This design comes from an exercise in tuning for small area, a short achievable clock period and few clock cycles per item on the open sky130 flow, not from production work. The RTL was checked by simulation tests, not by an equivalence proof against the original design. Power is estimated from default activity; no workload was simulated.

[flow/io.tcl]
# Pin order: each header bit's sample sign, field input and both outputs side
# by side, bits in order around the die, in the middle part of each edge.
set_io_pin_constraint -group -order -region bottom:60-240 -pin_names {hdr_in[7] b_plen[11] hdr_out[0] r_plen[11] hdr_in[15] b_plen[10] hdr_out[1] r_plen[10] hdr_in[23] b_plen[9] hdr_out[2] r_plen[9] hdr_in[31] b_plen[8] hdr_out[3] r_plen[8] hdr_in[39] b_plen[7] hdr_out[4] r_plen[7] hdr_in[47] b_plen[6] hdr_out[5] r_plen[6] hdr_in[55] b_plen[5] hdr_out[6] r_plen[5] hdr_in[63] b_plen[4] hdr_out[7] r_plen[4] hdr_in[71] b_plen[3] hdr_out[8] r_plen[3] hdr_in[79] b_plen[2] hdr_out[9] r_plen[2] hdr_in[87] b_plen[1] hdr_out[10] r_plen[1] hdr_in[95] b_plen[0] hdr_out[11] r_plen[0] hdr_in[103] b_seq[11] hdr_out[12] r_seq[11] hdr_in[111] b_seq[10] hdr_out[13] r_seq[10] hdr_in[119] b_seq[9] hdr_out[14] r_seq[9] hdr_in[127] b_seq[8] hdr_out[15] r_seq[8] hdr_in[135] b_seq[7] hdr_out[16] r_seq[7] hdr_in[143] b_seq[6] hdr_out[17] r_seq[6] hdr_in[151] b_seq[5] hdr_out[18] r_seq[5] hdr_in[159] b_seq[4] hdr_out[19] r_seq[4] hdr_in[167] b_seq[3] hdr_out[20] r_seq[3] hdr_in[679] hdr_out[84] hdr_in[687] hdr_out[85] hdr_in[695] hdr_out[86] cmd_op cmd_scr_en}
set_io_pin_constraint -group -order -region right:60-240 -pin_names {hdr_in[175] b_seq[2] hdr_out[21] r_seq[2] hdr_in[183] b_seq[1] hdr_out[22] r_seq[1] hdr_in[191] b_seq[0] hdr_out[23] r_seq[0] hdr_in[199] b_mod[3] hdr_out[24] r_mod[3] hdr_in[207] b_mod[2] hdr_out[25] r_mod[2] hdr_in[215] b_mod[1] hdr_out[26] r_mod[1] hdr_in[223] b_mod[0] hdr_out[27] r_mod[0] hdr_in[231] b_fec[3] hdr_out[28] r_fec[3] hdr_in[239] b_fec[2] hdr_out[29] r_fec[2] hdr_in[247] b_fec[1] hdr_out[30] r_fec[1] hdr_in[255] b_fec[0] hdr_out[31] r_fec[0] hdr_in[263] b_flen[7] hdr_out[32] r_flen[7] hdr_in[271] b_flen[6] hdr_out[33] r_flen[6] hdr_in[279] b_flen[5] hdr_out[34] r_flen[5] hdr_in[287] b_flen[4] hdr_out[35] r_flen[4] hdr_in[295] b_flen[3] hdr_out[36] r_flen[3] hdr_in[303] b_flen[2] hdr_out[37] r_flen[2] hdr_in[311] b_flen[1] hdr_out[38] r_flen[1] hdr_in[319] b_flen[0] hdr_out[39] r_flen[0] hdr_in[327] b_cwid[7] hdr_out[40] r_cwid[7] hdr_in[335] b_cwid[6] hdr_out[41] r_cwid[6] hdr_in[703] hdr_out[87] hdr_in[711] hdr_out[88] hdr_in[719] hdr_out[89] cmd_valid rst}
set_io_pin_constraint -group -order -region top:60-240 -pin_names {hdr_in[343] b_cwid[5] hdr_out[42] r_cwid[5] hdr_in[351] b_cwid[4] hdr_out[43] r_cwid[4] hdr_in[359] b_cwid[3] hdr_out[44] r_cwid[3] hdr_in[367] b_cwid[2] hdr_out[45] r_cwid[2] hdr_in[375] b_cwid[1] hdr_out[46] r_cwid[1] hdr_in[383] b_cwid[0] hdr_out[47] r_cwid[0] hdr_in[391] b_off[13] hdr_out[48] r_off[13] hdr_in[399] b_off[12] hdr_out[49] r_off[12] hdr_in[407] b_off[11] hdr_out[50] r_off[11] hdr_in[415] b_off[10] hdr_out[51] r_off[10] hdr_in[423] b_off[9] hdr_out[52] r_off[9] hdr_in[431] b_off[8] hdr_out[53] r_off[8] hdr_in[439] b_off[7] hdr_out[54] r_off[7] hdr_in[447] b_off[6] hdr_out[55] r_off[6] hdr_in[455] b_off[5] hdr_out[56] r_off[5] hdr_in[463] b_off[4] hdr_out[57] r_off[4] hdr_in[471] b_off[3] hdr_out[58] r_off[3] hdr_in[479] b_off[2] hdr_out[59] r_off[2] hdr_in[487] b_off[1] hdr_out[60] r_off[1] hdr_in[495] b_off[0] hdr_out[61] r_off[0] hdr_in[503] b_short[13] hdr_out[62] r_short[13] hdr_in[727] hdr_out[90] hdr_in[735] hdr_out[91] hdr_in[743] hdr_out[92] clk res_ok}
set_io_pin_constraint -group -order -region left:60-240 -pin_names {hdr_in[511] b_short[12] hdr_out[63] r_short[12] hdr_in[519] b_short[11] hdr_out[64] r_short[11] hdr_in[527] b_short[10] hdr_out[65] r_short[10] hdr_in[535] b_short[9] hdr_out[66] r_short[9] hdr_in[543] b_short[8] hdr_out[67] r_short[8] hdr_in[551] b_short[7] hdr_out[68] r_short[7] hdr_in[559] b_short[6] hdr_out[69] r_short[6] hdr_in[567] b_short[5] hdr_out[70] r_short[5] hdr_in[575] b_short[4] hdr_out[71] r_short[4] hdr_in[583] b_short[3] hdr_out[72] r_short[3] hdr_in[591] b_short[2] hdr_out[73] r_short[2] hdr_in[599] b_short[1] hdr_out[74] r_short[1] hdr_in[607] b_short[0] hdr_out[75] r_short[0] hdr_in[615] b_emod[3] hdr_out[76] r_emod[3] hdr_in[623] b_emod[2] hdr_out[77] r_emod[2] hdr_in[631] b_emod[1] hdr_out[78] r_emod[1] hdr_in[639] b_emod[0] hdr_out[79] r_emod[0] hdr_in[647] b_efec[3] hdr_out[80] r_efec[3] hdr_in[655] b_efec[2] hdr_out[81] r_efec[2] hdr_in[663] b_efec[1] hdr_out[82] r_efec[1] hdr_in[671] b_efec[0] hdr_out[83] r_efec[0] hdr_in[751] hdr_out[93] hdr_in[759] hdr_out[94] hdr_in[767] hdr_out[95] res_valid cmd_ready}
[flow/downsize.tcl]
# Set every combinational cell of 2_floorplan.odb to the smallest drive
# strength (_1) of its footprint. Registers, clock cells and tie cells stay.
set lib $::env(FLOW_HOME)/platforms/sky130hd/lib/sky130_fd_sc_hd__tt_025C_1v80.lib
read_liberty $lib
read_db $::env(RESULTS)/2_floorplan.odb
set db [ord::get_db]
set n 0
foreach inst [[ord::get_db_block] getInsts] {
  set m [[$inst getMaster] getName]
  if {![regexp {^(sky130_fd_sc_hd__[a-z0-9]+)_([0-9]+)$} $m -> base size]} { continue }
  if {$size == 1} { continue }
  if {[regexp {__(df|sdf|edf|dl|clk|conb|tap|fill|decap|diode|probe|lpflow)} $base]} { continue }
  set target ${base}_1
  set tm [$db findMaster $target]
  if {$tm == "NULL" || $tm == ""} { continue }
  puts "downsize [$inst getName] $m -> $target"
  $inst swapMaster $tm
  incr n
}
puts "downsized $n cells"
write_db $::env(RESULTS)/2_floorplan.odb
[constraint.sdc]
create_clock -name core_clock -period 5.0 [get_ports {clk}]
set_input_delay 1.0000 -clock core_clock [delete_from_list [all_inputs] [get_ports {clk}]]
set_output_delay 1.0000 -clock core_clock [all_outputs]
set_load 0.01 [all_outputs]
[flow/run.sh]
#!/bin/bash
# The standard layout, with these changes to how it is made:
#  - the port buffers are made from the smallest buffer cell (buf_1);
#  - the pins of each header bit sit side by side (flow/io.tcl);
#  - clock tree synthesis adds no dummy loads;
#  - the port buffers of the CRC and check outputs are buf_4 (flow/outbuf.tcl);
#  - after floorplan, every combinational cell is set to the smallest drive
#    strength of its footprint, so that the later timing repair sizes up
#    only what the timing needs.
# Each tool's output goes to a log of its own in the work folder.
set -euo pipefail
cd "$(dirname "$0")/.."
W=$PWD
R=$W/orfs/results/${FLOW_PLATFORM:-sky130hd}/dtl_hdr_codec/base
PB="BUFFER_PORTS_ARGS=-buffer_cell sky130_fd_sc_hd__buf_1"
IO="PRE_IO_PLACEMENT_TCL=$W/flow/io.tcl"
CTS="CTS_ARGS=-sink_clustering_enable -repair_clock_nets -dont_use_dummy_load"
bash standard.sh "$PB" "$IO" floorplan > flow_make_floorplan.log 2>&1
RESULTS=$R openroad -no_init -exit flow/downsize.tcl > flow_downsize.log 2>&1
bash standard.sh "$PB" "$IO" place > flow_make_place.log 2>&1
RESULTS=$R openroad -no_init -exit flow/outbuf.tcl > flow_outbuf.log 2>&1
bash standard.sh "$PB" "$IO" "$CTS" finish > flow_make_finish.log 2>&1
[config.mk]
export PLATFORM = sky130hd
export DESIGN_NAME = dtl_hdr_codec
export DESIGN_NICKNAME = dtl_hdr_codec
export VERILOG_FILES = /design/flow/design.v
export SDC_FILE = /design/flow/constraint.sdc
export NUM_CORES = 4
export LEC_CHECK = 0
export CAP_MARGIN = 20
export CORE_AREA = 10 10 290 290
export DIE_AREA = 0 0 300 300
export PLACE_DENSITY = 0.7
export SETUP_SLACK_MARGIN = 3.05
export SLEW_MARGIN = 20
export SYNTH_HIERARCHICAL = 1
export SYNTH_MINIMUM_KEEP_SIZE = 0
export TNS_END_PERCENT = 30
[design.v]
module dtl_hdr_codec (
    input  wire         clk,
    input  wire         rst,
    input  wire         cmd_valid,
    output wire         cmd_ready,
    input  wire         cmd_op,        
    input  wire         cmd_scr_en,    
    input  wire [11:0]  b_plen,
    input  wire [11:0]  b_seq,
    input  wire [3:0]   b_mod,
    input  wire [3:0]   b_fec,
    input  wire [7:0]   b_flen,
    input  wire [7:0]   b_cwid,
    input  wire [13:0]  b_off,
    input  wire [13:0]  b_short,
    input  wire [3:0]   b_emod,
    input  wire [3:0]   b_efec,
    input  wire [767:0] hdr_in,
    output wire         res_valid,
    output wire [95:0]  hdr_out,       
    output wire         res_ok,        
    output wire [11:0]  r_plen,
    output wire [11:0]  r_seq,
    output wire [3:0]   r_mod,
    output wire [3:0]   r_fec,
    output wire [7:0]   r_flen,
    output wire [7:0]   r_cwid,
    output wire [13:0]  r_off,
    output wire [13:0]  r_short,
    output wire [3:0]   r_emod,
    output wire [3:0]   r_efec
);
    localparam HB = 96;
    localparam [95:0] SCR_SEQ = 96'h542de72b306d746440934f70;
    reg [HB-1:0] body_bits;    
    reg [HB-1:0] sign_bits;    
    integer k;
    always @* begin
        body_bits = {HB{1'b0}};
        for (k = 0; k < 12; k = k + 1) body_bits[ 0 + k] = b_plen [11 - k];
        for (k = 0; k < 12; k = k + 1) body_bits[12 + k] = b_seq  [11 - k];
        for (k = 0; k < 4;  k = k + 1) body_bits[24 + k] = b_mod  [3 - k];
        for (k = 0; k < 4;  k = k + 1) body_bits[28 + k] = b_fec  [3 - k];
        for (k = 0; k < 8;  k = k + 1) body_bits[32 + k] = b_flen [7 - k];
        for (k = 0; k < 8;  k = k + 1) body_bits[40 + k] = b_cwid [7 - k];
        for (k = 0; k < 14; k = k + 1) body_bits[48 + k] = b_off  [13 - k];
        for (k = 0; k < 14; k = k + 1) body_bits[62 + k] = b_short[13 - k];
        for (k = 0; k < 4;  k = k + 1) body_bits[76 + k] = b_emod [3 - k];
        for (k = 0; k < 4;  k = k + 1) body_bits[80 + k] = b_efec [3 - k];
    end
    always @* begin
        for (k = 0; k < HB; k = k + 1) sign_bits[k] = hdr_in[8*k + 7];
    end
    assign cmd_ready = 1'b1;
    wire [83:0] a_m;
    genvar gi;
    generate
        for (gi = 0; gi < 84; gi = gi + 1) begin : g_sel
            dtl_mux2 u_m (.s(cmd_op), .a(body_bits[gi]), .b(sign_bits[gi]), .y(a_m[gi]));
        end
    endgenerate
    wire [83:0] a_d;
    assign a_d[0] = a_m[0];
    assign a_d[1] = a_m[1];
    assign a_d[2] = a_m[2];
    assign a_d[3] = a_m[3];
    dtl_xor2 u_s4 (.a(a_m[4]), .b(cmd_scr_en), .y(a_d[4]));
    dtl_xor2 u_s5 (.a(a_m[5]), .b(cmd_scr_en), .y(a_d[5]));
    dtl_xor2 u_s6 (.a(a_m[6]), .b(cmd_scr_en), .y(a_d[6]));
    dtl_xor2 u_z7 (.a(a_m[7]), .b(a_m[39]), .y(a_d[7]));
    dtl_xor2 u_z8 (.a(a_m[8]), .b(a_m[53]), .y(a_d[8]));
    dtl_xor2 u_s9 (.a(a_m[9]), .b(cmd_scr_en), .y(a_d[9]));
    dtl_xor2 u_s10 (.a(a_m[10]), .b(cmd_scr_en), .y(a_d[10]));
    dtl_xor2 u_s11 (.a(a_m[11]), .b(cmd_scr_en), .y(a_d[11]));
    assign a_d[12] = a_m[12];
    assign a_d[13] = a_m[13];
    dtl_xor2 u_s14 (.a(a_m[14]), .b(cmd_scr_en), .y(a_d[14]));
    dtl_xor2 u_z15 (.a(a_m[15]), .b(a_m[2]), .y(a_d[15]));
    dtl_xor2 u_s16 (.a(a_m[16]), .b(cmd_scr_en), .y(a_d[16]));
    dtl_xor2 u_s17 (.a(a_m[17]), .b(cmd_scr_en), .y(a_d[17]));
    assign a_d[18] = a_m[18];
    dtl_xor2 u_z19 (.a(a_m[19]), .b(a_m[13]), .y(a_d[19]));
    dtl_xor2 u_s20 (.a(a_m[20]), .b(cmd_scr_en), .y(a_d[20]));
    assign a_d[21] = a_m[21];
    assign a_d[22] = a_m[22];
    dtl_xor2 u_s23 (.a(a_m[23]), .b(cmd_scr_en), .y(a_d[23]));
    assign a_d[24] = a_m[24];
    assign a_d[25] = a_m[25];
    assign a_d[26] = a_m[26];
    assign a_d[27] = a_m[27];
    assign a_d[28] = a_m[28];
    dtl_xor2 u_z29 (.a(a_m[29]), .b(a_m[25]), .y(a_d[29]));
    dtl_xor2 u_z30 (.a(a_m[30]), .b(a_m[74]), .y(a_d[30]));
    dtl_xor2 u_z31 (.a(a_m[31]), .b(a_m[35]), .y(a_d[31]));
    dtl_xor2 u_z32 (.a(a_m[32]), .b(a_m[43]), .y(a_d[32]));
    dtl_xor2 u_z33 (.a(a_m[33]), .b(a_m[81]), .y(a_d[33]));
    dtl_xor2 u_z34 (.a(a_m[34]), .b(a_m[69]), .y(a_d[34]));
    assign a_d[35] = a_m[35];
    assign a_d[36] = a_m[36];
    dtl_xor2 u_s37 (.a(a_m[37]), .b(cmd_scr_en), .y(a_d[37]));
    dtl_xor2 u_s38 (.a(a_m[38]), .b(cmd_scr_en), .y(a_d[38]));
    assign a_d[39] = a_m[39];
    assign a_d[40] = a_m[40];
    dtl_xor2 u_z41 (.a(a_m[41]), .b(a_m[3]), .y(a_d[41]));
    dtl_xor2 u_s42 (.a(a_m[42]), .b(cmd_scr_en), .y(a_d[42]));
    assign a_d[43] = a_m[43];
    dtl_xor2 u_s44 (.a(a_m[44]), .b(cmd_scr_en), .y(a_d[44]));
    dtl_xor2 u_s45 (.a(a_m[45]), .b(cmd_scr_en), .y(a_d[45]));
    dtl_xor2 u_z46 (.a(a_m[46]), .b(a_m[73]), .y(a_d[46]));
    assign a_d[47] = a_m[47];
    dtl_xor2 u_s48 (.a(a_m[48]), .b(cmd_scr_en), .y(a_d[48]));
    dtl_xor2 u_z49 (.a(a_m[49]), .b(a_m[58]), .y(a_d[49]));
    dtl_xor2 u_z50 (.a(a_m[50]), .b(a_m[5]), .y(a_d[50]));
    dtl_xor2 u_z51 (.a(a_m[51]), .b(a_m[6]), .y(a_d[51]));
    assign a_d[52] = a_m[52];
    dtl_xor2 u_s53 (.a(a_m[53]), .b(cmd_scr_en), .y(a_d[53]));
    dtl_xor2 u_s54 (.a(a_m[54]), .b(cmd_scr_en), .y(a_d[54]));
    dtl_xor2 u_z55 (.a(a_m[55]), .b(a_m[71]), .y(a_d[55]));
    assign a_d[56] = a_m[56];
    dtl_xor2 u_z57 (.a(a_m[57]), .b(a_m[24]), .y(a_d[57]));
    assign a_d[58] = a_m[58];
    assign a_d[59] = a_m[59];
    dtl_xor2 u_z60 (.a(a_m[60]), .b(a_m[4]), .y(a_d[60]));
    dtl_xor2 u_s61 (.a(a_m[61]), .b(cmd_scr_en), .y(a_d[61]));
    dtl_xor2 u_z62 (.a(a_m[62]), .b(a_m[40]), .y(a_d[62]));
    dtl_xor2 u_z63 (.a(a_m[63]), .b(a_m[70]), .y(a_d[63]));
    dtl_xor2 u_z64 (.a(a_m[64]), .b(a_m[42]), .y(a_d[64]));
    dtl_xor2 u_z65 (.a(a_m[65]), .b(a_m[48]), .y(a_d[65]));
    dtl_xor2 u_z66 (.a(a_m[66]), .b(a_m[21]), .y(a_d[66]));
    dtl_xor2 u_z67 (.a(a_m[67]), .b(a_m[72]), .y(a_d[67]));
    dtl_xor2 u_z68 (.a(a_m[68]), .b(a_m[75]), .y(a_d[68]));
    dtl_xor2 u_s69 (.a(a_m[69]), .b(cmd_scr_en), .y(a_d[69]));
    assign a_d[70] = a_m[70];
    assign a_d[71] = a_m[71];
    dtl_xor2 u_s72 (.a(a_m[72]), .b(cmd_scr_en), .y(a_d[72]));
    dtl_xor2 u_s73 (.a(a_m[73]), .b(cmd_scr_en), .y(a_d[73]));
    dtl_xor2 u_s74 (.a(a_m[74]), .b(cmd_scr_en), .y(a_d[74]));
    assign a_d[75] = a_m[75];
    dtl_xor2 u_z76 (.a(a_m[76]), .b(a_m[0]), .y(a_d[76]));
    dtl_xor2 u_s77 (.a(a_m[77]), .b(cmd_scr_en), .y(a_d[77]));
    dtl_xor2 u_s78 (.a(a_m[78]), .b(cmd_scr_en), .y(a_d[78]));
    dtl_xor2 u_s79 (.a(a_m[79]), .b(cmd_scr_en), .y(a_d[79]));
    dtl_xor2 u_z80 (.a(a_m[80]), .b(a_m[38]), .y(a_d[80]));
    assign a_d[81] = a_m[81];
    dtl_xor2 u_s82 (.a(a_m[82]), .b(cmd_scr_en), .y(a_d[82]));
    dtl_xor2 u_z83 (.a(a_m[83]), .b(a_m[37]), .y(a_d[83]));
    wire [7:0] u_d;
    assign u_d[0] = (cmd_op & (sign_bits[88])) ^ (cmd_scr_en & !cmd_op);
    assign u_d[1] = (cmd_op & (sign_bits[89]));
    assign u_d[2] = (cmd_op & (sign_bits[84] ^ sign_bits[90])) ^ cmd_scr_en;
    assign u_d[3] = (cmd_op & (sign_bits[84] ^ sign_bits[85] ^ sign_bits[91])) ^ cmd_scr_en;
    assign u_d[4] = (cmd_op & (sign_bits[84] ^ sign_bits[85] ^ sign_bits[86] ^ sign_bits[92]));
    assign u_d[5] = (cmd_op & (sign_bits[85] ^ sign_bits[86] ^ sign_bits[87] ^ sign_bits[93])) ^ (cmd_scr_en & cmd_op);
    assign u_d[6] = (cmd_op & (sign_bits[86] ^ sign_bits[87] ^ sign_bits[94])) ^ cmd_scr_en;
    assign u_d[7] = (cmd_op & (sign_bits[87] ^ sign_bits[95])) ^ (cmd_scr_en & !cmd_op);
    reg        a_v;
    reg [83:0] a_y;
    reg [7:0]  a_u;
    reg        a_en;
    always @(posedge clk) begin
        if (rst) a_v <= 1'b0;
        else     a_v <= cmd_valid;
        a_y  <= a_d;
        a_u  <= u_d;
        a_en <= cmd_scr_en;
    end
    wire [83:0] y;
    assign y[0] = a_y[0];
    assign y[1] = a_y[1];
    assign y[2] = a_y[2];
    assign y[3] = a_y[3];
    assign y[4] = a_y[4];
    assign y[5] = a_y[5];
    assign y[6] = a_y[6];
    dtl_xor2 u_r7 (.a(a_y[7]), .b(a_y[39]), .y(y[7]));
    dtl_xor2 u_r8 (.a(a_y[8]), .b(a_y[53]), .y(y[8]));
    assign y[9] = a_y[9];
    assign y[10] = a_y[10];
    assign y[11] = a_y[11];
    assign y[12] = a_y[12];
    assign y[13] = a_y[13];
    assign y[14] = a_y[14];
    dtl_xor2 u_r15 (.a(a_y[15]), .b(a_y[2]), .y(y[15]));
    assign y[16] = a_y[16];
    assign y[17] = a_y[17];
    assign y[18] = a_y[18];
    dtl_xor2 u_r19 (.a(a_y[19]), .b(a_y[13]), .y(y[19]));
    assign y[20] = a_y[20];
    assign y[21] = a_y[21];
    assign y[22] = a_y[22];
    assign y[23] = a_y[23];
    assign y[24] = a_y[24];
    assign y[25] = a_y[25];
    assign y[26] = a_y[26];
    assign y[27] = a_y[27];
    assign y[28] = a_y[28];
    dtl_xor2 u_r29 (.a(a_y[29]), .b(a_y[25]), .y(y[29]));
    dtl_xor2 u_r30 (.a(a_y[30]), .b(a_y[74]), .y(y[30]));
    dtl_xor2 u_r31 (.a(a_y[31]), .b(a_y[35]), .y(y[31]));
    dtl_xor2 u_r32 (.a(a_y[32]), .b(a_y[43]), .y(y[32]));
    dtl_xor2 u_r33 (.a(a_y[33]), .b(a_y[81]), .y(y[33]));
    dtl_xor2 u_r34 (.a(a_y[34]), .b(a_y[69]), .y(y[34]));
    assign y[35] = a_y[35];
    assign y[36] = a_y[36];
    assign y[37] = a_y[37];
    assign y[38] = a_y[38];
    assign y[39] = a_y[39];
    assign y[40] = a_y[40];
    dtl_xor2 u_r41 (.a(a_y[41]), .b(a_y[3]), .y(y[41]));
    assign y[42] = a_y[42];
    assign y[43] = a_y[43];
    assign y[44] = a_y[44];
    assign y[45] = a_y[45];
    dtl_xor2 u_r46 (.a(a_y[46]), .b(a_y[73]), .y(y[46]));
    assign y[47] = a_y[47];
    assign y[48] = a_y[48];
    dtl_xor2 u_r49 (.a(a_y[49]), .b(a_y[58]), .y(y[49]));
    dtl_xor2 u_r50 (.a(a_y[50]), .b(a_y[5]), .y(y[50]));
    dtl_xor2 u_r51 (.a(a_y[51]), .b(a_y[6]), .y(y[51]));
    assign y[52] = a_y[52];
    assign y[53] = a_y[53];
    assign y[54] = a_y[54];
    dtl_xor2 u_r55 (.a(a_y[55]), .b(a_y[71]), .y(y[55]));
    assign y[56] = a_y[56];
    dtl_xor2 u_r57 (.a(a_y[57]), .b(a_y[24]), .y(y[57]));
    assign y[58] = a_y[58];
    assign y[59] = a_y[59];
    dtl_xor2 u_r60 (.a(a_y[60]), .b(a_y[4]), .y(y[60]));
    assign y[61] = a_y[61];
    dtl_xor2 u_r62 (.a(a_y[62]), .b(a_y[40]), .y(y[62]));
    dtl_xor2 u_r63 (.a(a_y[63]), .b(a_y[70]), .y(y[63]));
    dtl_xor2 u_r64 (.a(a_y[64]), .b(a_y[42]), .y(y[64]));
    dtl_xor2 u_r65 (.a(a_y[65]), .b(a_y[48]), .y(y[65]));
    dtl_xor2 u_r66 (.a(a_y[66]), .b(a_y[21]), .y(y[66]));
    dtl_xor2 u_r67 (.a(a_y[67]), .b(a_y[72]), .y(y[67]));
    dtl_xor2 u_r68 (.a(a_y[68]), .b(a_y[75]), .y(y[68]));
    assign y[69] = a_y[69];
    assign y[70] = a_y[70];
    assign y[71] = a_y[71];
    assign y[72] = a_y[72];
    assign y[73] = a_y[73];
    assign y[74] = a_y[74];
    assign y[75] = a_y[75];
    dtl_xor2 u_r76 (.a(a_y[76]), .b(a_y[0]), .y(y[76]));
    assign y[77] = a_y[77];
    assign y[78] = a_y[78];
    assign y[79] = a_y[79];
    dtl_xor2 u_r80 (.a(a_y[80]), .b(a_y[38]), .y(y[80]));
    assign y[81] = a_y[81];
    assign y[82] = a_y[82];
    dtl_xor2 u_r83 (.a(a_y[83]), .b(a_y[37]), .y(y[83]));
    wire n0;
    dtl_xor2 u_n0 (.a(a_y[44]), .b(a_y[7]), .y(n0));
    wire n1;
    dtl_xor2 u_n1 (.a(a_y[27]), .b(a_y[41]), .y(n1));
    wire n2;
    dtl_xor2 u_n2 (.a(a_y[26]), .b(a_y[59]), .y(n2));
    wire n3;
    dtl_xor2 u_n3 (.a(a_y[22]), .b(a_y[36]), .y(n3));
    wire n4;
    dtl_xor2 u_n4 (.a(a_y[12]), .b(a_y[23]), .y(n4));
    wire n5;
    dtl_xor2 u_n5 (.a(a_y[28]), .b(a_y[57]), .y(n5));
    wire n6;
    dtl_xor2 u_n6 (.a(a_y[1]), .b(a_y[54]), .y(n6));
    wire n7;
    dtl_xor2 u_n7 (.a(a_y[19]), .b(a_y[37]), .y(n7));
    wire n8;
    dtl_xor2 u_n8 (.a(a_y[38]), .b(a_y[83]), .y(n8));
    wire n9;
    dtl_xor2 u_n9 (.a(a_y[20]), .b(a_y[82]), .y(n9));
    wire n10;
    dtl_xor2 u_n10 (.a(a_y[48]), .b(a_y[79]), .y(n10));
    wire n11;
    dtl_xor2 u_n11 (.a(a_y[18]), .b(a_y[52]), .y(n11));
    wire n12;
    dtl_xor2 u_n12 (.a(a_y[64]), .b(a_y[71]), .y(n12));
    wire n13;
    dtl_xor2 u_n13 (.a(a_y[14]), .b(a_y[39]), .y(n13));
    wire n14;
    dtl_xor2 u_n14 (.a(a_y[10]), .b(a_y[57]), .y(n14));
    wire n15;
    dtl_xor2 u_n15 (.a(a_y[45]), .b(a_y[50]), .y(n15));
    wire n16;
    dtl_xor2 u_n16 (.a(a_y[13]), .b(a_y[30]), .y(n16));
    wire n17;
    dtl_xor2 u_n17 (.a(a_y[15]), .b(a_y[29]), .y(n17));
    wire n18;
    dtl_xor2 u_n18 (.a(a_y[46]), .b(a_y[68]), .y(n18));
    wire n19;
    dtl_xor2 u_n19 (.a(a_y[47]), .b(a_y[73]), .y(n19));
    wire n20;
    dtl_xor2 u_n20 (.a(a_y[65]), .b(a_y[75]), .y(n20));
    wire n21;
    dtl_xor2 u_n21 (.a(a_y[34]), .b(a_y[76]), .y(n21));
    wire n22;
    dtl_xor2 u_n22 (.a(a_y[23]), .b(a_y[56]), .y(n22));
    wire n23;
    dtl_xor2 u_n23 (.a(a_y[77]), .b(a_y[9]), .y(n23));
    wire n24;
    dtl_xor2 u_n24 (.a(a_y[17]), .b(a_y[31]), .y(n24));
    wire n25;
    dtl_xor2 u_n25 (.a(a_y[32]), .b(a_y[81]), .y(n25));
    wire n26;
    dtl_xor2 u_n26 (.a(a_y[16]), .b(a_y[24]), .y(n26));
    wire n27;
    dtl_xor2 u_n27 (.a(a_y[51]), .b(a_y[55]), .y(n27));
    wire n28;
    dtl_xor2 u_n28 (.a(a_y[11]), .b(a_y[67]), .y(n28));
    wire n29;
    dtl_xor2 u_n29 (.a(a_y[53]), .b(a_y[66]), .y(n29));
    wire n30;
    dtl_xor2 u_n30 (.a(a_y[74]), .b(a_y[80]), .y(n30));
    wire n31;
    dtl_xor2 u_n31 (.a(a_y[58]), .b(a_y[63]), .y(n31));
    wire n32;
    dtl_xor2 u_n32 (.a(a_y[49]), .b(a_y[70]), .y(n32));
    wire n33;
    dtl_xor2 u_n33 (.a(a_y[43]), .b(a_y[72]), .y(n33));
    wire n34;
    dtl_xor2 u_n34 (.a(a_y[5]), .b(a_y[61]), .y(n34));
    wire n35;
    dtl_xor2 u_n35 (.a(a_y[6]), .b(a_y[8]), .y(n35));
    wire n36;
    dtl_xor2 u_n36 (.a(a_y[42]), .b(a_y[60]), .y(n36));
    wire n37;
    dtl_xor2 u_n37 (.a(a_y[2]), .b(a_y[3]), .y(n37));
    wire n38;
    dtl_xor2 u_n38 (.a(a_y[62]), .b(a_y[78]), .y(n38));
    wire n39;
    dtl_xor2 u_n39 (.a(a_y[35]), .b(a_y[40]), .y(n39));
    wire n40;
    dtl_xor2 u_n40 (.a(a_y[0]), .b(a_y[33]), .y(n40));
    wire n41;
    dtl_xor2 u_n41 (.a(a_y[65]), .b(a_y[21]), .y(n41));
    wire n42;
    dtl_xor2 u_n42 (.a(a_y[8]), .b(a_y[19]), .y(n42));
    wire n43;
    dtl_xor2 u_n43 (.a(a_y[45]), .b(a_y[60]), .y(n43));
    wire n44;
    dtl_xor2 u_n44 (.a(a_u[0]), .b(a_y[25]), .y(n44));
    wire n45;
    dtl_xor2 u_n45 (.a(a_y[55]), .b(a_y[41]), .y(n45));
    wire n46;
    dtl_xor2 u_n46 (.a(a_y[44]), .b(a_u[1]), .y(n46));
    wire n47;
    dtl_xor2 u_n47 (.a(a_y[61]), .b(a_y[33]), .y(n47));
    wire n48;
    dtl_xor2 u_n48 (.a(a_y[66]), .b(a_y[4]), .y(n48));
    wire n49;
    dtl_xor2 u_n49 (.a(a_y[50]), .b(a_y[83]), .y(n49));
    wire n50;
    dtl_xor2 u_n50 (.a(a_y[82]), .b(a_y[21]), .y(n50));
    wire n51;
    dtl_xor2 u_n51 (.a(a_y[15]), .b(a_u[2]), .y(n51));
    wire n52;
    dtl_xor2 u_n52 (.a(a_y[67]), .b(a_y[47]), .y(n52));
    wire n53;
    dtl_xor2 u_n53 (.a(a_y[51]), .b(a_y[14]), .y(n53));
    wire n54;
    dtl_xor2 u_n54 (.a(a_y[22]), .b(a_y[1]), .y(n54));
    wire n55;
    dtl_xor2 u_n55 (.a(a_y[77]), .b(a_y[25]), .y(n55));
    wire n56;
    dtl_xor2 u_n56 (.a(a_u[3]), .b(a_y[63]), .y(n56));
    wire n57;
    dtl_xor2 u_n57 (.a(a_y[11]), .b(a_y[7]), .y(n57));
    wire n58;
    dtl_xor2 u_n58 (.a(a_y[16]), .b(a_y[52]), .y(n58));
    wire n59;
    dtl_xor2 u_n59 (.a(a_y[26]), .b(a_y[32]), .y(n59));
    wire n60;
    dtl_xor2 u_n60 (.a(a_y[36]), .b(a_u[4]), .y(n60));
    wire n61;
    dtl_xor2 u_n61 (.a(a_y[49]), .b(a_y[4]), .y(n61));
    wire n62;
    dtl_xor2 u_n62 (.a(a_y[76]), .b(a_y[17]), .y(n62));
    wire n63;
    dtl_xor2 u_n63 (.a(a_y[18]), .b(a_u[5]), .y(n63));
    wire n64;
    dtl_xor2 u_n64 (.a(a_y[62]), .b(a_y[30]), .y(n64));
    wire n65;
    dtl_xor2 u_n65 (.a(a_y[29]), .b(a_y[79]), .y(n65));
    wire n66;
    dtl_xor2 u_n66 (.a(a_y[9]), .b(a_y[64]), .y(n66));
    wire n67;
    dtl_xor2 u_n67 (.a(a_y[46]), .b(a_y[69]), .y(n67));
    wire n68;
    dtl_xor2 u_n68 (.a(a_y[78]), .b(a_u[6]), .y(n68));
    wire n69;
    dtl_xor2 u_n69 (.a(a_y[34]), .b(a_y[27]), .y(n69));
    wire n70;
    dtl_xor2 u_n70 (.a(a_y[80]), .b(a_y[56]), .y(n70));
    wire n71;
    dtl_xor2 u_n71 (.a(a_u[7]), .b(a_y[31]), .y(n71));
    wire n72;
    dtl_xor2 u_n72 (.a(a_y[20]), .b(a_y[59]), .y(n72));
    wire n73;
    dtl_xor2 u_n73 (.a(a_y[1]), .b(a_y[68]), .y(n73));
    wire n74;
    dtl_xor2 u_n74 (.a(n2), .b(n3), .y(n74));
    wire n75;
    dtl_xor2 u_n75 (.a(n6), .b(n9), .y(n75));
    wire n76;
    dtl_xor2 u_n76 (.a(n0), .b(n12), .y(n76));
    wire n77;
    dtl_xor2 u_n77 (.a(n1), .b(n31), .y(n77));
    wire n78;
    dtl_xor2 u_n78 (.a(n34), .b(n5), .y(n78));
    wire n79;
    dtl_xor2 u_n79 (.a(n17), .b(n4), .y(n79));
    wire n80;
    dtl_xor2 u_n80 (.a(n13), .b(n32), .y(n80));
    wire n81;
    dtl_xor2 u_n81 (.a(n22), .b(n8), .y(n81));
    wire n82;
    dtl_xor2 u_n82 (.a(n1), .b(n36), .y(n82));
    wire n83;
    dtl_xor2 u_n83 (.a(n15), .b(n26), .y(n83));
    wire n84;
    dtl_xor2 u_n84 (.a(n40), .b(n7), .y(n84));
    wire n85;
    dtl_xor2 u_n85 (.a(n16), .b(n27), .y(n85));
    wire n86;
    dtl_xor2 u_n86 (.a(n25), .b(n28), .y(n86));
    wire n87;
    dtl_xor2 u_n87 (.a(n11), .b(n19), .y(n87));
    wire n88;
    dtl_xor2 u_n88 (.a(n0), .b(n20), .y(n88));
    wire n89;
    dtl_xor2 u_n89 (.a(n14), .b(n29), .y(n89));
    wire n90;
    dtl_xor2 u_n90 (.a(n41), .b(n3), .y(n90));
    wire n91;
    dtl_xor2 u_n91 (.a(n39), .b(n5), .y(n91));
    wire n92;
    dtl_xor2 u_n92 (.a(n37), .b(n43), .y(n92));
    wire n93;
    dtl_xor2 u_n93 (.a(n44), .b(n30), .y(n93));
    wire n94;
    dtl_xor2 u_n94 (.a(n21), .b(n42), .y(n94));
    wire n95;
    dtl_xor2 u_n95 (.a(n18), .b(n46), .y(n95));
    wire n96;
    dtl_xor2 u_n96 (.a(n39), .b(n45), .y(n96));
    wire n97;
    dtl_xor2 u_n97 (.a(n48), .b(n49), .y(n97));
    wire n98;
    dtl_xor2 u_n98 (.a(n47), .b(n23), .y(n98));
    wire n99;
    dtl_xor2 u_n99 (.a(a_y[10]), .b(n51), .y(n99));
    wire n100;
    dtl_xor2 u_n100 (.a(n38), .b(n21), .y(n100));
    wire n101;
    dtl_xor2 u_n101 (.a(n50), .b(n52), .y(n101));
    wire n102;
    dtl_xor2 u_n102 (.a(n56), .b(n58), .y(n102));
    wire n103;
    dtl_xor2 u_n103 (.a(n33), .b(n10), .y(n103));
    wire n104;
    dtl_xor2 u_n104 (.a(n53), .b(n18), .y(n104));
    wire n105;
    dtl_xor2 u_n105 (.a(n55), .b(n57), .y(n105));
    wire n106;
    dtl_xor2 u_n106 (.a(n54), .b(n24), .y(n106));
    wire n107;
    dtl_xor2 u_n107 (.a(n30), .b(n61), .y(n107));
    wire n108;
    dtl_xor2 u_n108 (.a(n38), .b(n60), .y(n108));
    wire n109;
    dtl_xor2 u_n109 (.a(n59), .b(n35), .y(n109));
    wire n110;
    dtl_xor2 u_n110 (.a(n62), .b(a_y[69]), .y(n110));
    wire n111;
    dtl_xor2 u_n111 (.a(n63), .b(n23), .y(n111));
    wire n112;
    dtl_xor2 u_n112 (.a(n6), .b(n65), .y(n112));
    wire n113;
    dtl_xor2 u_n113 (.a(n35), .b(n2), .y(n113));
    wire n114;
    dtl_xor2 u_n114 (.a(n33), .b(n64), .y(n114));
    wire n115;
    dtl_xor2 u_n115 (.a(n68), .b(n66), .y(n115));
    wire n116;
    dtl_xor2 u_n116 (.a(n24), .b(n67), .y(n116));
    wire n117;
    dtl_xor2 u_n117 (.a(n70), .b(n72), .y(n117));
    wire n118;
    dtl_xor2 u_n118 (.a(n10), .b(n37), .y(n118));
    wire n119;
    dtl_xor2 u_n119 (.a(n69), .b(n73), .y(n119));
    wire n120;
    dtl_xor2 u_n120 (.a(n4), .b(n71), .y(n120));
    wire n121;
    dtl_xor2 u_n121 (.a(n77), .b(n88), .y(n121));
    wire n122;
    dtl_xor2 u_n122 (.a(n81), .b(n82), .y(n122));
    wire n123;
    dtl_xor2 u_n123 (.a(n75), .b(n80), .y(n123));
    wire n124;
    dtl_xor2 u_n124 (.a(n76), .b(n87), .y(n124));
    wire n125;
    dtl_xor2 u_n125 (.a(n74), .b(n85), .y(n125));
    wire n126;
    dtl_xor2 u_n126 (.a(n93), .b(n92), .y(n126));
    wire n127;
    dtl_xor2 u_n127 (.a(n90), .b(n86), .y(n127));
    wire n128;
    dtl_xor2 u_n128 (.a(n91), .b(n94), .y(n128));
    wire n129;
    dtl_xor2 u_n129 (.a(n96), .b(n95), .y(n129));
    wire n130;
    dtl_xor2 u_n130 (.a(n97), .b(n74), .y(n130));
    wire n131;
    dtl_xor2 u_n131 (.a(n98), .b(n79), .y(n131));
    wire n132;
    dtl_xor2 u_n132 (.a(n99), .b(n83), .y(n132));
    wire n133;
    dtl_xor2 u_n133 (.a(n101), .b(n100), .y(n133));
    wire n134;
    dtl_xor2 u_n134 (.a(n106), .b(n103), .y(n134));
    wire n135;
    dtl_xor2 u_n135 (.a(n102), .b(n78), .y(n135));
    wire n136;
    dtl_xor2 u_n136 (.a(n104), .b(n105), .y(n136));
    wire n137;
    dtl_xor2 u_n137 (.a(n79), .b(n110), .y(n137));
    wire n138;
    dtl_xor2 u_n138 (.a(n108), .b(n78), .y(n138));
    wire n139;
    dtl_xor2 u_n139 (.a(n107), .b(n109), .y(n139));
    wire n140;
    dtl_xor2 u_n140 (.a(n114), .b(n111), .y(n140));
    wire n141;
    dtl_xor2 u_n141 (.a(n113), .b(n84), .y(n141));
    wire n142;
    dtl_xor2 u_n142 (.a(n83), .b(n112), .y(n142));
    wire n143;
    dtl_xor2 u_n143 (.a(n89), .b(n86), .y(n143));
    wire n144;
    dtl_xor2 u_n144 (.a(n116), .b(n115), .y(n144));
    wire n145;
    dtl_xor2 u_n145 (.a(n84), .b(n120), .y(n145));
    wire n146;
    dtl_xor2 u_n146 (.a(n119), .b(n89), .y(n146));
    wire n147;
    dtl_xor2 u_n147 (.a(n117), .b(n118), .y(n147));
    wire n148;
    dtl_xor2 u_n148 (.a(n127), .b(n123), .y(n148));
    wire n149;
    dtl_xor2 u_n149 (.a(n128), .b(n126), .y(n149));
    wire n150;
    dtl_xor2 u_n150 (.a(n131), .b(n123), .y(n150));
    wire n151;
    dtl_xor2 u_n151 (.a(n129), .b(n130), .y(n151));
    wire n152;
    dtl_xor2 u_n152 (.a(n132), .b(n133), .y(n152));
    wire n153;
    dtl_xor2 u_n153 (.a(n122), .b(n125), .y(n153));
    wire n154;
    dtl_xor2 u_n154 (.a(n135), .b(n134), .y(n154));
    wire n155;
    dtl_xor2 u_n155 (.a(n136), .b(n122), .y(n155));
    wire n156;
    dtl_xor2 u_n156 (.a(n138), .b(n124), .y(n156));
    wire n157;
    dtl_xor2 u_n157 (.a(n139), .b(n137), .y(n157));
    wire n158;
    dtl_xor2 u_n158 (.a(n141), .b(n142), .y(n158));
    wire n159;
    dtl_xor2 u_n159 (.a(n121), .b(n140), .y(n159));
    wire n160;
    dtl_xor2 u_n160 (.a(n144), .b(n143), .y(n160));
    wire n161;
    dtl_xor2 u_n161 (.a(n125), .b(n121), .y(n161));
    wire n162;
    dtl_xor2 u_n162 (.a(n147), .b(n146), .y(n162));
    wire n163;
    dtl_xor2 u_n163 (.a(n124), .b(n145), .y(n163));
    wire n164;
    dtl_xor2 u_n164 (.a(n149), .b(n148), .y(n164));
    wire n165;
    dtl_xor2 u_n165 (.a(n150), .b(n151), .y(n165));
    wire n166;
    dtl_xor2 u_n166 (.a(n152), .b(n153), .y(n166));
    wire n167;
    dtl_xor2 u_n167 (.a(n155), .b(n154), .y(n167));
    wire n168;
    dtl_xor2 u_n168 (.a(n156), .b(n157), .y(n168));
    wire n169;
    dtl_xor2 u_n169 (.a(n158), .b(n159), .y(n169));
    wire n170;
    dtl_xor2 u_n170 (.a(n160), .b(n161), .y(n170));
    wire n171;
    dtl_xor2 u_n171 (.a(n163), .b(n162), .y(n171));
    wire [7:0] t = {n171, n170, n169, n168, n167, n166, n165, n164};
    wire [3:0] ok_a;
    wire [1:0] ok_b;
    wire       ok;
    dtl_nor2  u_ok_a0 (.a(t[0]), .b(t[1]), .y(ok_a[0]));
    dtl_nor2  u_ok_a1 (.a(t[2]), .b(t[3]), .y(ok_a[1]));
    dtl_nor2  u_ok_a2 (.a(t[4]), .b(t[5]), .y(ok_a[2]));
    dtl_nor2  u_ok_a3 (.a(t[6]), .b(t[7]), .y(ok_a[3]));
    dtl_nand2 u_ok_b0 (.a(ok_a[0]), .b(ok_a[1]), .y(ok_b[0]));
    dtl_nand2 u_ok_b1 (.a(ok_a[2]), .b(ok_a[3]), .y(ok_b[1]));
    dtl_nor2  u_ok_c  (.a(ok_b[0]), .b(ok_b[1]), .y(ok));
    reg          b_v;
    reg [83:0]   b_y;
    reg          b_r85;         
    reg [7:0]    b_t;
    reg          b_ok;
    always @(posedge clk) begin
        if (rst) b_v <= 1'b0;
        else     b_v <= a_v;
        b_y   <= y;
        b_r85 <= a_en;
        b_t   <= t;
        b_ok  <= ok;
    end
    assign res_valid = b_v;
    assign hdr_out   = {b_t, 2'b00, b_r85, 1'b0, b_y};
    assign res_ok    = b_ok;
    genvar g;
    generate
        for (g = 0; g < 12; g = g + 1) begin : g_plen
            assign r_plen[11 - g] = b_y[ 0 + g];
            assign r_seq [11 - g] = b_y[12 + g];
        end
        for (g = 0; g < 4; g = g + 1) begin : g_id
            assign r_mod [3 - g] = b_y[24 + g];
            assign r_fec [3 - g] = b_y[28 + g];
            assign r_emod[3 - g] = b_y[76 + g];
            assign r_efec[3 - g] = b_y[80 + g];
        end
        for (g = 0; g < 8; g = g + 1) begin : g_byte
            assign r_flen[7 - g] = b_y[32 + g];
            assign r_cwid[7 - g] = b_y[40 + g];
        end
        for (g = 0; g < 14; g = g + 1) begin : g_wide
            assign r_off  [13 - g] = b_y[48 + g];
            assign r_short[13 - g] = b_y[62 + g];
        end
    endgenerate
endmodule
module dtl_mux2 (input wire s, input wire a, input wire b, output wire y);
    assign y = s ? b : a;
endmodule
module dtl_nor2 (input wire a, input wire b, output wire y);
    assign y = ~(a | b);
endmodule
module dtl_nand2 (input wire a, input wire b, output wire y);
    assign y = ~(a & b);
endmodule
module dtl_xor2 (input wire a, input wire b, output wire y);
    assign y = a ^ b;
endmodule
[standard.sh]
#!/bin/bash
# synth_recipe.tcl (not shown) runs the flow's synth.tcl, then flattens the netlist and writes it again
# the make line also repeats each setting of config.mk as NAME=value (left out here)
make -C /OpenROAD-flow-scripts/flow DESIGN_CONFIG=/design/flow/config.mk WORK_HOME=/design/flow/orfs CLKGATE_MAP_FILE= SYNTH_SCRIPT=/design/flow/synth_recipe.tcl "${@:-finish}"
[flow/outbuf.tcl]
# Give the output ports fed from the CRC / check registers a buf_4 as their
# port buffer (buffer_ports made them buf_1): those registers sit by the CRC
# network, far from their pins.
set lib $::env(FLOW_HOME)/platforms/sky130hd/lib/sky130_fd_sc_hd__tt_025C_1v80.lib
read_liberty $lib
read_db $::env(RESULTS)/3_place.odb
set db [ord::get_db]
set block [ord::get_db_block]
set m4 [$db findMaster sky130_fd_sc_hd__buf_4]
set ports {res_ok}
for {set k 88} {$k < 96} {incr k} { lappend ports "hdr_out\[$k\]" }
foreach p $ports {
  set bt [$block findBTerm $p]
  if {$bt == "NULL"} { continue }
  set net [$bt getNet]
  foreach it [$net getITerms] {
    set inst [$it getInst]
    set mn [[$inst getMaster] getName]
    if {[$it isOutputSignal] && [string match "sky130_fd_sc_hd__buf_*" $mn]} {
      puts "upsize [$inst getName] $mn -> sky130_fd_sc_hd__buf_4 (drives $p)"
      $inst swapMaster $m4
    }
  }
}
write_db $::env(RESULTS)/3_place.odb
==> out/results.txt, run 1 <==
post-synthesis mux area share = 15.49%
fin crit period = 2.059 ns
XOR/XNOR Fraction of Synth Area = 29.10%
worst skew pair latency = 0.48 ns
Setup Skew = 0.02683 ns
required time of the critical path = 5.35 ns
# setup viols final = 0
IO Count = 1040
worst hold margin = 0.3280 ns
leakage = 4.464 nW
Post-Syn Instances = 652
Sw Pwr = 0.002249 W
total number of vias = 5441
Layout area overhead = 43.95%
CTS Hold Bufs = 0
WP depth = 9
DR vias/cell = 2.722
r2r startpoint = a_y[69]$_DFF_P_
power per cell area = 497.7 mW/mm^2
Max Freq = 485.7 MHz
largest family of logic cells by synthesized area = XOR/XNOR gates
vias in the first global route = 5931
nets = 1816
clk slew on worst S/H paths = 0.07 ns
Sw Share = 38.21%
Fin Setup TNS = 0 ns
Die ar. = 0.09000 mm^2
max_cap viols = 0
RSZ-0062 raised after global routing = yes
Die W = 300 um
area of the multi-input gates = 0.003796 mm^2
post-synthesis sequential area ratio = 46.06%
Register Area = 0.004055 mm^2
Flop pwr share = 36.9%
status = finished clean
Finished Layout Cells = 1999
CP max stage delay = 0.53 ns
hold depth = 0
simple-gate share of the synthesized area = 0.8833%
FF+latch count, synth = 189
Rel. slew slack = 58.74%
Power Total = 0.005886 W
H-tree level count = 4
HPWL Detailed = 34.41 mm
CTS tree = done
number of port buffers = 363
gpl congestion = 0.8678
Crit-path slowest cell = dfxtp_1
Unique masters post-synth = 16
DRT iter0 DRCs = 247
CTS Root Buffer Type = clkbuf_16
Post-Route WL = 41.13 mm
Comb pwr share = 43.5%
drt wl/cell = 20.57 um
DR DRC count = 0
Clk network pwr share = 19.6%
most used cell, CP = xor2_1
largest net degree at the start of global routing = 94
Yosys warning total = 7
min-delay worst type = register to register
clk sink count = 189
Int Pwr = 0.003637 W
worst setup path startpoint = a_y[69]$_DFF_P_
Post-Syn Area = 0.008215 mm^2
Routed Antenna Nets = 0
Avg Inst Size Synth = 12.60 um^2
die height = 300 um
antenna violations before repair = 10
Fin. Hold Viols = 0
drt first pass iters = 4
first-pass GRT wire length = 50.93 mm
WP buf/inv = 1
CP endpoint kind = register
Starting Density = 10.59%
crit path DAT = 2.41 ns
crit-path cells = xor2_1 > xor2_1 > xor2_1 > xor2_1 > xor2_1 > buf_4 > nor2_1 > nand2_1 > nor2_1
site row count = 102
placed cells = 1969
CORE AREA = 0.07759 mm^2
CP Class = register to register
Compound-Gate Fraction of Synth Area = 0.06092%
Clock Path Buffers = 2
post-synthesis adder-cell area fraction = 0%
Worst-Margin Slew = 0.6189 ns
CTS buffer count = 17
gr ovfl total = 0
hold path start = a_en$_DFF_P_
final max-slew violation count = 0
Worst R2R Path Depth = 9
IR drop worst, VDD = 286.3 uV
CP delay by family, top = XOR/XNOR gates
# fillers = 8676
Worst Setup Start Kind = register
layout cell share with drive strength beyond 1 = 31.35%
Final Cycle Share = 41.18%
worst-path maximum fanout = 4
gr usage total = 8.613%
-- state kept, by name, summed over array words and instances (netlist names) --
| name | cells |
|---|---|
| b_t | 8 |
| a_v | 1 |
| a_u | 8 |
| b_y | 84 |
| b_ok | 1 |
| a_en | 1 |
| a_y | 84 |
| b_r85 | 1 |
| b_v | 1 |
-- per-module statistics from Yosys, one instance, submodules excluded --
| module | cells inside | copies in the design | cell area [um^2] |
|---|---|---|---|
| dtl_hdr_codec | 305 | 1 | 4686 |
| dtl_mux2 | 1 | 84 | 15.01 |
| dtl_nand2 | 1 | 2 | 3.754 |
| dtl_nor2 | 1 | 5 | 3.754 |
| dtl_xor2 | 1 | 256 | 8.758 |
-- metrics by stage --
stage	utilization (%)	worst slack (ns)	instance area (um^2)
after floorplan	-	3.221	8223
after global placement	12.80	2.458	9928
after detailed placement	12.80	2.453	9928
after CTS	14.28	2.938	11080
after global routing	15.23	2.885	11820
final	15.24	2.941	11830
-- cells in the final DEF, fill, tap and decap left out, types with 2 or more instances in the layout --
cell type    n
xor3_1       2
clkbuf_16   18
mux2_2       2
dfxtp_4     50
dfxtp_1     72
nor2_1       5
diode_2      2
and2_1       2
nor2b_1      3
nand2_1      5
conb_1       4
buf_4       20
xor2_1     223
buf_2       13
xor2_4       8
buf_1      249
xor2_2      27
buf_6       90
dfxtp_2     67
xnor2_1      7
mux2_1      83
-- synthesized netlist by cell type --
library cell    n  share of area (%)
nor2_1          6               0.27
xnor3_1         1               0.27
clkbuf_1        1              0.046
nand2_1         5               0.23
xor2_1        258                 28
buf_6           1               0.14
nor2b_1         3               0.23
and2_1          2               0.15
dfxtp_1       189                 46
mux2_2          1               0.14
mux2_4         84                 15
conb_1          2              0.091
a21oi_1         1              0.061
xnor2_1         7               0.75
buf_4          89                8.1
xor3_1          2               0.58
-- power groups by stage --
stage,sequential [W],combinational [W],clock (W)
2_1_floorplan,0.00202,0.00124,0
3_3_place_gp,0.00213,0.00184,0
3_5_place_dp,0.00213,0.00185,0
4_1_cts,0.00215,0.00227,0.00122
5_1_grt,0.00221,0.00274,0.00127
6_report,0.00217,0.00256,0.00115
-- timing repair --
action,4_1_cts,5_1_grt
pin swaps,4,30
endpoints found under the setup margin,193,205
gates resized for setup,227,217
cloned,0,1
setup buffers,6,4
-- per-layer routing --
| metal | vias to the layer above | GRT usage, % | share of wire (%) |
|---|---|---|---|
| met4 | 0 | 3.298 | 2.6 |
| met3 | 43 | 2.982 | 7.2 |
| met2 | 265 | 14.16 | 48 |
| met1 | 2584 | 10.19 | 42 |
| li1 | 2549 | - | - |
| met5 | - | 0 | 0 |
-- cell families (layout without fill, tap and decap cells) --
logic type                after synthesis  after routing
and+or+nand+nor                        16             16
AOI/OAI and AO/OA                       1              1
other                                   2              6
DFF                                   189            189
buffers and inverters                  91            394
xor gates and xnor gates              268            268
muxes                                  85             85
-- worst paths after layout --
check,end,slack (ns)
max,b_ok$_DFF_P_,2.94
min,b_r85$_DFF_P_,0.33
max reg2reg,b_ok$_DFF_P_,2.94
min reg2reg,b_r85$_DFF_P_,0.33
-- cell type report --
class / count / area share (%)
multi-input cells: 374 / 32.10
diodes: 2 / 0.04232
clock buffers: 17 / 3.597
repair buffers: 377 / 18.97
well taps: 1040 / 11.00
flip-flops and latches: 189 / 34.29
Testbench counts, summed over its fixed seeds: cycles 976, items 960.
==> inputs of run 2 (changes only) <==
--- a/config.mk
+++ b/config.mk
@@ -8,8 +8,7 @@
 export CAP_MARGIN = 20
 export CORE_AREA = 10 10 290 290
 export DIE_AREA = 0 0 300 300
-export PLACE_DENSITY = 0.7
-export SETUP_SLACK_MARGIN = 3.05
+export SETUP_SLACK_MARGIN = 2.9
 export SLEW_MARGIN = 20
 export SYNTH_HIERARCHICAL = 1
 export SYNTH_MINIMUM_KEEP_SIZE = 0
==> run 2 against run 1 <==
Effect of this change:
- sequential share of layout area increased by 1.9 points
- worst setup slack worse by 0.035 ns
- synthesized cell count is the same
- first-iteration DRC count unchanged
- largest cell class unchanged
- combinational power down 21%
- largest power group is now sequential cells
- flip-flop and latch count unchanged
- power is 10% lower
- sequential power fell by 3%
- die area is the same
- routed wire length fell by 4.7%
- global-route usage decreased by 0.10 points
==> out/results.txt, run 2 <==
status = finished clean
Routed Antenna Nets = 0 (unchanged)
Comb pwr share = 38.3% (-5.2 points)
gr busiest metal = met2
total number of vias = 5255 (-3.4%)
drt wl/cell = 19.69 um (-4.3%)
gr ovfl total = 0 (unchanged)
largest net degree at the start of global routing = 50 (-47%)
most frequent cells in the layout = buf_1, xor2_1, dfxtp_1
die height = 300 um (unchanged)
registers with the most flip-flops = a_y (84), b_y (84)
Worst R2R Path Depth = 8 (-1)
IO Count = 1040 (unchanged)
Yosys top cell area share = 46.06% (unchanged)
Worst Setup Start Kind = register
clk sink count = 189 (unchanged)
required time of the critical path = 5.37 ns (+0.02 ns)
Post-Syn Area = 0.008215 mm^2 (unchanged)
CP Class = register to register
Synth top cells by count = xor2_1, dfxtp_1, buf_4
H-tree level count = 4 (unchanged)
CTS Root Buffer Type = clkbuf_16
most common cell in the netlist = xor2_1
CTS Hold Bufs = 0 (unchanged)
clk slew on worst S/H paths = 0.06 ns (about the same)
CTS tree = done
Die W = 300 um (unchanged)
Unique masters post-synth = 16 (unchanged)
Int Pwr = 0.003201 W (-12%)
number of port buffers = 363 (unchanged)
DR DRC count = 0 (unchanged)
Hold Path End = b_r85$_DFF_P_
fraction of registers with async set/reset = 0% (unchanged)
post-place setup slack = 2.084 ns (-0.3684 ns)
RSZ-0062 raised after global routing = yes
Sw Share = 39.52% (+1.3 points)
hold depth = 0 (unchanged)
CP endpoint kind = register
fin crit period = 2.094 ns (+0.03536 ns)
post-synthesis sequential area ratio = 46.06% (unchanged)
min-delay worst type = register to register
# diodes = 0 (-2)
HPWL Detailed = 34.47 mm (+0.17%)
Die ar. = 0.09000 mm^2 (unchanged)
worst skew pair latency = 0.49 ns (about the same)
layout cell share with drive strength beyond 1 = 10.83% (-21 points)
CTS buffer count = 17 (unchanged)
Post-Syn Instances = 652 (unchanged)
Layout area overhead = 29.50%
first-pass GRT wire length = 49.90 mm (-2.0%)
nets = 1810 (-0.33%)
Area after DPL = 0.009928 mm^2 (unchanged)
R2R Path End = b_ok$_DFF_P_
DRT iter0 DRCs = 247 (unchanged)
r2r startpoint = a_y[37]$_DFF_P_
Post-Route WL = 39.20 mm (-4.7%)
Clk network pwr share = 22.0% (+2.4 points)
Final Cycle Share = 41.89% (+0.71 points)
dominant synthesized flop cell = dfxtp_1
leakage = 3.928 nW (-12%)
cell taking the most area after synthesis = dfxtp_1
design area = 0.01064 mm^2 (-10%)
leading post-synthesis cells by cell area = dfxtp_1, xor2_1, mux2_4, buf_4, xnor2_1
Avg Inst Size Synth = 12.60 um^2 (unchanged)
final max-slew violation count = 0 (unchanged)
worst setup path startpoint = a_y[37]$_DFF_P_
Flop pwr share = 39.7% (+2.8 points)
R2R setup slack = 2.91 ns (-0.04 ns)
gr usage total = 8.512% (-0.10 points)
Setup Skew = 0.02362 ns (-0.003212 ns)
power per cell area = 497.5 mW/mm^2 (about the same)
post-route worst setup slack = 2.906 ns (-0.03536 ns)
routing usage on met2 = 14.16% (unchanged)
gpl congestion = 0.8440 (-2.7%)
Fin Setup TNS = 0 ns (unchanged)
# setup viols final = 0 (unchanged)
placed cells = 1969 (unchanged)
Power Total = 0.005293 W (-10%)
commonest non-fill, non-tap cell in the layout = buf_1
Yosys warning total = 7 (unchanged)
met1 usage = 10.35% (+0.16 points)
Finished Layout Cells = 1991 (-0.40%)
max_cap viols = 0 (unchanged)
IR drop worst, VDD = 317.2 uV (+11%)
number of enable flip-flop cells after synthesis = 0 (unchanged)
vias in the first global route = 5759 (-2.9%)
FF+latch count, synth = 189 (unchanged)
antenna violations before repair = 10 (unchanged)
Starting Density = 10.59% (unchanged)
hold path start = a_en$_DFF_P_
site row count = 102 (unchanged)
Clock Path Buffers = 2 (unchanged)
Fin. Hold Viols = 0 (unchanged)
met3 GRT Util = 2.551% (-0.43 points)
DR vias/cell = 2.639 (-3.0%)
drt first pass iters = 4 (unchanged)
worst-path maximum fanout = 3 (-1)
crit path DAT = 2.46 ns (+0.05 ns)
Sw Pwr = 0.002092 W (-7.0%)
Max Freq = 477.5 MHz (-1.7%)
CORE AREA = 0.07759 mm^2 (unchanged)
==> run 2: cell counts after synthesis <==
Identical to the previous run, type by type.
==> run 2: modules after synthesis (local to each module, per instance) <==
module | flip-flops and latches | cell area (um^2) | cells
dtl_nor2 | 0 | 3.754 | 1
dtl_hdr_codec | 189 | 4686 | 305
dtl_mux2 | 0 | 15.01 | 1
dtl_xor2 | 0 | 8.758 | 1
dtl_nand2 | 0 | 3.754 | 1
==> run 2: layout make-up <==
cell class                      instances  area, um^2
Multi-Input combinational cell        374        3561
Tap cell                             1040        1301
Timing Repair Buffer                  371        1503
Clock buffer                           17       425.4
Sequential cell                       189        3849
Fill cell                            8859       66960
==> run 2: power by group through the flow <==
stage / Clock (W) / Combinational [W] / Sequential, W
floorplan: 0 / 0.00124 / 0.00202
global placement: 0 / 0.00184 / 0.00213
detailed placement: 0 / 0.00183 / 0.00213
CTS: 0.00123 / 0.00205 / 0.00212
global route: 0.00128 / 0.00220 / 0.00214
finish: 0.00117 / 0.00203 / 0.00210
==> run 2: repair_timing <==
item / in CTS / in global routing
gates resized for setup: 46 / 28
pin swaps: 5 / 1
setup buffers: 5 / 0
endpoints found under the setup margin: 119 / 65
==> run 2: cells by family after synthesis <==
family	synth area share, %
compound gates	0.06086
xor+xnor	29.10
buf+inv	8.316
flops	46.06
mux	15.49
other cells	0.09141
simple gates	0.8833
==> run 2: critical path, cell delays in order, from the launching register on <==
cell and delay [ns]:
dfxtp_1 0.49, xor2_1 0.24, xor2_1 0.26, xor2_1 0.32, xor2_1 0.21, xor2_1 0.29
nor2_1 0.09, nand2_1 0.06, nor2_1 0.04
==> run 2: metal layers <==
metal  share of wire (%)  wire length [um]
met5                   0                 0
met4                 1.7               651
met3                 6.1              2410
met2                  48             18660
met1                  45             17480
==> run 2: through the flow <==
step / util [%] / hold slack, ns
3_5_place_dp: 12.80 / 0.3146
6_report: 13.71 / 0.3268
3_3_place_gp: 12.80 / 0.3116
5_1_grt: 13.71 / 0.3458
2_1_floorplan: - / 0.3096
4_1_cts: 13.60 / 0.3290
==> run 2: worst max-delay path by stage <==
stage / endpoint / slack [ns] / cells past startpoint
floorplan: a_u[5]$_DFF_P_ / 3.22 / 4
global placement: a_y[32]$_DFF_P_ / 2.10 / 4
detailed placement: a_y[32]$_DFF_P_ / 2.08 / 4
CTS: r_cwid[1] / 2.83 / 1
global route: b_ok$_DFF_P_ / 2.83 / 10
finish: b_ok$_DFF_P_ / 2.91 / 8
==> inputs of run 3 (changes only) <==
--- a/config.mk
+++ b/config.mk
@@ -8,7 +8,8 @@
 export CAP_MARGIN = 20
 export CORE_AREA = 10 10 290 290
 export DIE_AREA = 0 0 300 300
-export SETUP_SLACK_MARGIN = 2.9
+export PLACE_DENSITY = 0.7
+export SETUP_SLACK_MARGIN = 2.95
 export SLEW_MARGIN = 20
 export SYNTH_HIERARCHICAL = 1
 export SYNTH_MINIMUM_KEEP_SIZE = 0
==> run 3 against run 2 <==
Effect of this change:
- routed wire length is 0.13% higher
- register-to-register slack better by 0.02 ns
- maximum frequency is 1.1% higher
- critical endpoint unchanged
- sequential share of layout area is 0.36 points lower
- flip-flop and latch count stayed put
- via count is 0.63% higher
- cell area is 4.0% higher
- worst hold slack better by 0.0015 ns
- combinational power is 9% higher
- global-route usage hardly changed
- synthesized cell count stayed put
==> out/results.txt, run 3 <==
R2R setup slack = 2.93 ns (+0.02 ns)
Unique masters post-synth = 16 (unchanged)
Clock Path Buffers = 2 (unchanged)
required time of the critical path = 5.36 ns (about the same)
largest family of logic cells by synthesized area = XOR/XNOR gates
drt wl/cell = 19.65 um (-0.17%)
DR DRC count = 0 (unchanged)
CP endpoint kind = register
Rel. slew slack = 59.42%
gr ovfl total = 0 (unchanged)
Fin Setup TNS = 0 ns (unchanged)
gr usage total = 8.495% (-0.017 points)
die height = 300 um (unchanged)
clk slew on worst S/H paths = 0.07 ns (about the same)
Setup Skew = 0.02371 ns (+0.00008880 ns)
crit path DAT = 2.43 ns (-0.03 ns)
total number of vias = 5288 (+0.63%)
post-synthesis adder-cell area fraction = 0% (unchanged)
commonest non-fill, non-tap cell in the layout = buf_1
IR drop worst, VDD = 282.1 uV (-11%)
min-delay worst type = register to register
IO Count = 1040 (unchanged)
Die W = 300 um (unchanged)
CORE AREA = 0.07759 mm^2 (unchanged)
leakage = 4.111 nW (+4.7%)
most used cell, CP = xor2_1
fraction of registers with async set/reset = 0% (unchanged)
crit-path cells = xor2_1 > xor2_1 > xor2_1 > xor2_1 > xor2_1 > nor2_1 > nand2_1 > nor2_1
first-pass GRT wire length = 49.82 mm (-0.15%)
post-synthesis mux area share = 15.49% (unchanged)
Avg Inst Size Synth = 12.60 um^2 (unchanged)
post-synthesis sequential area ratio = 46.06% (unchanged)
Worst-Margin Slew = 0.6087 ns
Yosys warning total = 7 (unchanged)
final core utilization = 14.25% (+0.54 points)
CTS tree = done
Max Freq = 482.7 MHz (+1.1%)
CTS Hold Bufs = 0 (unchanged)
largest net degree at the start of global routing = 94 (+88%)
max_cap viols = 0 (unchanged)
XOR/XNOR Fraction of Synth Area = 29.10% (unchanged)
vias in the first global route = 5795 (+0.63%)
FF+latch count, synth = 189 (unchanged)
gpl congestion = 0.8678 (+2.8%)
Synth top cells by count = xor2_1, dfxtp_1, buf_4
simple-gate share of the synthesized area = 0.8833% (unchanged)
most common cell in the netlist = xor2_1
status = finished clean
Post-Route WL = 39.25 mm (+0.13%)
registers with the most flip-flops = a_y (84), b_y (84)
layout cell share with drive strength beyond 1 = 20.78% (+9.9 points)
Layout area overhead = 34.62%
Post-Syn Instances = 652 (unchanged)
Compound-Gate Fraction of Synth Area = 0.06092% (unchanged)
site row count = 102 (unchanged)
most frequent cells in the layout = buf_1, xor2_1, dfxtp_1
power per cell area = 497.0 mW/mm^2 (-0.11%)
Die ar. = 0.09000 mm^2 (unchanged)
Post-Syn Area = 0.008215 mm^2 (unchanged)
CTS Root Buffer Type = clkbuf_16
CP Class = register to register
Fin. Hold Viols = 0 (unchanged)
Crit-path slowest cell = dfxtp_4
Worst Setup Start Kind = register
worst skew pair latency = 0.48 ns (about the same)
CP max stage delay = 0.46 ns (-0.03 ns)
DR vias/cell = 2.648 (+0.33%)
clk sink count = 189 (unchanged)
leading post-synthesis cells by cell area = dfxtp_1, xor2_1, mux2_4, buf_4, xnor2_1
nets = 1812 (+0.11%)
cell taking the most area after synthesis = dfxtp_1
H-tree level count = 4 (unchanged)
antenna violations before repair = 12 (+2)
number of port buffers = 363 (unchanged)
drt first pass iters = 4 (unchanged)
fin crit period = 2.072 ns (-0.02260 ns)
# setup viols final = 0 (unchanged)
worst-path maximum fanout = 3 (unchanged)
Final Cycle Share = 41.43% (-0.45 points)
HPWL Detailed = 34.41 mm (-0.17%)
final max-slew violation count = 0 (unchanged)
RSZ-0062 raised after global routing = yes
number of enable flip-flop cells after synthesis = 0 (unchanged)
Starting Density = 10.59% (unchanged)
dominant synthesized flop cell = dfxtp_1
Yosys top cell area share = 46.06% (unchanged)
Routed Antenna Nets = 0 (unchanged)
CTS buffer count = 17 (unchanged)
DRT iter0 DRCs = 217 (-12%)
[run 3: changes by cell type in the layout (fill, tap and decap cells not counted), sizes merged]
cell / delta
clkbuf: +15
diode: +4
buf: -13
[run 3: path summary, 6_finish.rpt]
kind,cells after the start,end,startpoint
min,0,b_r85$_DFF_P_,a_en$_DFF_P_
max reg2reg,8,b_ok$_DFF_P_,a_y[23]$_DFF_P_
max,8,b_ok$_DFF_P_,a_y[23]$_DFF_P_
min reg2reg,0,b_r85$_DFF_P_,a_en$_DFF_P_
[run 3: power breakdown]
group          total, W  switching, W  internal (W)  leakage (nW)
clock           0.00115      0.000565      0.000590         0.210
combinational   0.00222       0.00126      0.000956          2.30
sequential      0.00212      0.000320       0.00180          1.60
total           0.00550       0.00215       0.00335          4.11
[run 3: cell families after synthesis]
kind of cell | Yosys count
buffers and inverters | 91
muxes | 85
xor gates and xnor gates | 268
other | 2
DFF | 189
and+or+nand+nor | 16
AOI/OAI and AO/OA | 1
[run 3: final cells by class]
type	count	area (um^2)
Antenna cell	4	10.01
Clock buffer	17	425.4
Fill cell	8804	66540
Multi-Input combinational cell	374	3674
Sequential cell	189	3961
Tap cell	1040	1301
Timing Repair Buffer	373	1688
[run 3: metrics by stage]
step	worst slack, ns	instances	instance area, um^2	hold WS (ns)	total power [W]
4_1_cts	2.888	1990	10750	0.3303	0.005459
6_report	2.928	1997	11060	0.3283	0.005496
3_3_place_gp	2.458	1969	9928	0.3125	0.003976
3_5_place_dp	2.453	1969	9928	0.3138	0.003979
5_1_grt	2.834	1993	11050	0.3496	0.005831
2_1_floorplan	3.221	654	8223	0.3096	0.003257
[run 3: Yosys stat by module, one instance, submodules excluded]
module | times used | flip-flops and latches | cell area [um^2] | cells
dtl_nand2 | 2 | 0 | 3.754 | 1
dtl_xor2 | 256 | 0 | 8.758 | 1
dtl_hdr_codec | 1 | 189 | 4686 | 305
dtl_nor2 | 5 | 0 | 3.754 | 1
dtl_mux2 | 84 | 0 | 15.01 | 1
[run 3: metal layers]
layer	vias up	wire length [um]	global-route usage (%)	part of all wire [%]
li1	2551	-	-	-
met1	2437	16840	10.28	43
met2	262	18550	14.00	47
met3	38	2937	2.723	7.5
met4	0	919	2.917	2.3
met5	-	0	0	0
[run 3: critical path, delay by kind of cell, from the launching register on]
family / cells / cell delay, ns
xor gates and xnor gates: 5 / 1.30
and+or+nand+nor: 3 / 0.19
DFF: 1 / 0.46
[run 3: what timing repair did]
| action | CTS | global route |
|---|---|---|
| buffers inserted | 4 | 3 |
| setup endpoints to repair | 87 | 86 |
| gates cloned | 0 | 0 |
| gates resized for setup | 114 | 105 |
| pin swaps | 3 | 15 |

==> afterwards: timing with drivers on the ports <==
No port has a modelled driver above. Below, the same layouts with a new extraction and two added sets of constraints.
Step 1 assumes that a clkbuf_16 drives the clock port and a buf_2 every other input.
Step 2 times the ports against the registers' clock, not the clock port: input delays grow and output delays shrink by t, the midpoint of the rising clock arrivals with the driver on.
a / b / c = ideal ports / drivers / drivers and shift; a / b = the first two.
| run | t (ns) | setup WS [ns] |
|---|---|---|
| run 1 | 0.518 | 2.941 / 2.941 / 2.531 |
| run 2 | 0.524 | 2.906 / 2.857 / 2.427 |
| run 3 | 0.519 | 2.928 / 2.922 / 2.428 |
After both steps every run listed still meets setup and hold.
